This design comes from an exercise in tuning for small area, a short achievable clock period and few clock cycles on the open sky130 flow, not from production work. RTL that was checked went through simulation tests only; none was proved equivalent to the original.

// pxe_core
module pxe_core (
    input  wire        clk,
    input  wire        rst,
    input  wire        cmd_valid,
    output wire        cmd_ready,
    input  wire [4:0]  cmd_op,
    input  wire [31:0] cmd_key,
    input  wire [15:0] cmd_height,
    input  wire [15:0] cmd_width,
    input  wire        in_valid,
    output wire        in_ready,
    input  wire [23:0] in_data,
    output wire        out_valid,
    input  wire        out_ready,
    output wire [23:0] out_data,
    output wire        mem_ren_a,
    output wire [9:0]  mem_raddr_a,
    input  wire [31:0] mem_rdata_a,
    output wire        mem_ren_b,
    output wire [9:0]  mem_raddr_b,
    input  wire [31:0] mem_rdata_b,
    output wire        mem_we,
    output wire [9:0]  mem_waddr,
    output wire [31:0] mem_wdata
);
For scale: ~160 flip-flops, about 250 I/O pins.
Settings: LEC_CHECK=0, ABC_AREA=1, CAP_MARGIN=20, CORE_MARGIN=2, CORE_UTILIZATION=40, SETUP_SLACK_MARGIN=4.0, SLEW_MARGIN=20; clock period 9.0 ns.
run.sh (not shown) runs the stock make flow with config.mk's settings and CLKGATE_MAP_FILE= SYNTH_SCRIPT=/design/flow/synth_recipe.tcl, a recipe that flattens the netlist after the stock synthesis.
Testbench counts at the start, summed over its fixed seeds: cycles 57,653.
==> next run, changes <==
--- a/flow/design.v
+++ b/flow/design.v
@@ -31,23 +31,23 @@
                      P_J2  = 2'd1,    
                      P_SMP = 2'd2;    
     reg [1:0]  state;
     reg        shuf;        
     reg        dec;
     reg [31:0] x;           
     reg [9:0]  cnt;         
     reg [9:0]  ra;          
-    reg [9:0]  wk;          
     reg        msb;         
     reg        blk1;        
     reg        regen;       
     reg        d_valid;     
     reg        w_valid;     
-    reg [7:0]  w8;          
+    reg [31:0] wreg;        
+    reg        raw_pend;    
     reg [15:0] wid, col, row;    
     reg [1:0]  phase;
     reg [1:0]  cp0, cp1, cp2;    
     reg [1:0]  bsel;        
     reg [23:0] out_reg;
     reg        out_v;
     wire [31:0] x_mix = x ^ {30'd0, x[31:30]};
     wire [31:0] x_inv = ~x_mix;
@@ -399,17 +399,18 @@
         begin
             t = v ^ (v >> 11);
             t = t ^ ((t << 7)  & 32'h9D2C5680);
             t = t ^ ((t << 15) & 32'hEFC60000);
             t = t ^ (t >> 18);
             temper = t;
         end
     endfunction
-    wire [31:0] word = temper(tw);
+    wire [31:0] word = temper(wreg);
+    wire [7:0]  w8   = word[7:0];
     function [7:0] sel_byte;
         input [23:0] p;
         input [1:0]  k;
         begin
             case (k)
                 2'd0:    sel_byte = p[7:0];
                 2'd1:    sel_byte = p[15:8];
                 default: sel_byte = p[23:16];
@@ -437,52 +438,57 @@
     wire smp_word = !shuf || (phase == P_SMP && acc_nz);
     wire consume  = w_valid && (!smp_word || (in_valid && out_free));
     wire put      = w_valid && smp_word && in_valid && out_free;    
     wire advance  = d_valid && (!w_valid || consume);
     wire room     = !d_valid || advance;
     wire last_col = (col == 16'd1);
     wire last_pix = last_col && (row == 16'd1);
     wire pix_done = (put && bsel == 2'd2) || (in_math && in_valid && out_free);
-    wire reload   = d_valid && blk1 && (wk == 10'd395);
+    wire reload   = d_valid && blk1 && (ra == 10'd397);
     wire issue    = !(pix_done && last_pix) && room && !reload &&
                     ((in_rs && cnt >= 10'd396) || in_draw);
     wire step     = in_rs ? (cnt < 10'd396 || (cnt == 10'd396 ? issue : advance))
                           : (regen && (cnt == 10'd396 || advance));
     wire [15:0] cr_dec = (last_col ? row : col) - 16'd1;
     assign cmd_ready = (state == S_IDLE);
     assign in_ready  = (w_valid && smp_word && bsel == 2'd2 && out_free) ||
                        (in_math && out_free);
     assign out_valid = out_v;
     assign out_data  = out_reg;
     assign mem_ren_a   = issue;
     assign mem_raddr_a = ra;
     assign mem_ren_b   = issue;
     assign mem_raddr_b = rb;
-    assign mem_we      = raw || d_valid;
-    assign mem_waddr   = wk;
-    assign mem_wdata   = tw;
+    wire [9:0]  w_sub = {9'd0, d_valid} + 10'd2;    
+    assign mem_we      = raw_pend || w_valid;
+    assign mem_waddr   = raw_pend ? cnt - 10'd1 :
+                         (ra >= w_sub ? ra - w_sub : ra + 10'd624 - w_sub);
+    assign mem_wdata   = wreg;
     always @(posedge clk) begin
         if (rst) begin
             state   <= S_IDLE;
             d_valid <= 1'b0;
             w_valid <= 1'b0;
             out_v   <= 1'b0;
+            raw_pend <= 1'b0;
         end else begin
+            raw_pend <= raw && step;
+            if (raw && step)
+                wreg <= tw;
             if (out_ready)
                 out_v <= 1'b0;
             if (pix_done)
                 out_v <= 1'b1;
             if (advance) begin
                 msb <= op_a[31];
-                w8  <= word[7:0];
-                wk  <= (wk == 10'd623) ? 10'd0 : wk + 10'd1;
-                if (wk == 10'd623)
+                wreg <= tw;
+                if (ra == 10'd1)         
                     blk1 <= 1'b0;
-                if (wk == 10'd622)
+                if (ra == 10'd0)         
                     regen <= 1'b0;
             end
             if (step) begin
                 x   <= x_next;
                 cnt <= cnt + 10'd1;
             end
             d_valid <= issue || (d_valid && !advance);
             if (issue)
@@ -521,17 +527,16 @@
             case (state)
                 S_IDLE: begin
                     if (cmd_valid) begin
                         shuf   <= cmd_op[2];
                         dec    <= cmd_op[4];
                         x      <= cmd_key;
                         cnt    <= 10'd0;
                         ra     <= 10'd1;
-                        wk     <= 10'd0;
                         blk1   <= 1'b1;
                         regen  <= 1'b0;
                         phase  <= P_J1;
                         bsel   <= 2'd0;
                         wid    <= cmd_width;
                         col    <= cmd_width;
                         row    <= cmd_height;
                         if (cmd_height == 16'd0 || cmd_width == 16'd0)
@@ -540,18 +545,16 @@
                             state <= S_MATH;
                         else
                             state <= S_RESEED;
                     end
                 end
                 S_RESEED: begin
                     if (cnt == 10'd0)
                         msb <= x[31];
-                    if (raw && step)
-                        wk <= (cnt == 10'd396) ? 10'd0 : cnt + 10'd1;
                     if (cnt == 10'd623 && advance)
                         state <= S_DRAW;
                 end
                 S_DRAW: begin
                     if (reload && advance) begin
                         x     <= mem_rdata_a;
                         cnt   <= 10'd396;
                         regen <= 1'b1;
Die area goes up slightly.
Global-route usage went down by 1.6 points.
Count of clock-buffer cells in the layout is lower by 1.
Cell area grows slightly.
Area after synthesis came out higher slightly.
Via count drops by a few percent.
Utilization is higher by 0.42 points.
Clock skew falls by 0.0089 ns.
Hold slack loses 0.027 ns.
No functional check of the RTL was part of the second run of this note.

==> port drivers added, routing unchanged <==
Ports are ideal in the flow. The routed layouts listed here were re-timed in OpenROAD.
Step 1, drivers: a clkbuf_16 drives clk and a buf_2 each remaining input, both assumed.
Step 2, shift: input delay + t, output delay - t, t = (earliest + latest rising clock arrival at the registers) / 2. This alone moves slack from input paths to output paths.
Slacks: ideal / step 1 / step 2; pairs: ideal / step 1.
run	t, ns	slack for setup (ns)	hold slack, ns	worst slew at a driven data input, ns
the first run	0.545	4.000 / 3.976 / 3.664	0.563 / 0.563 / 0.563	0.10
the second run	0.527	4.077 / 4.070 / 3.574	0.536 / 0.536 / 0.536	0.12
After both steps every run listed still meets setup and hold. For the second run, which loses most, drivers alone change the setup slack by -0.007 ns; drivers and shift together by -0.503 ns.
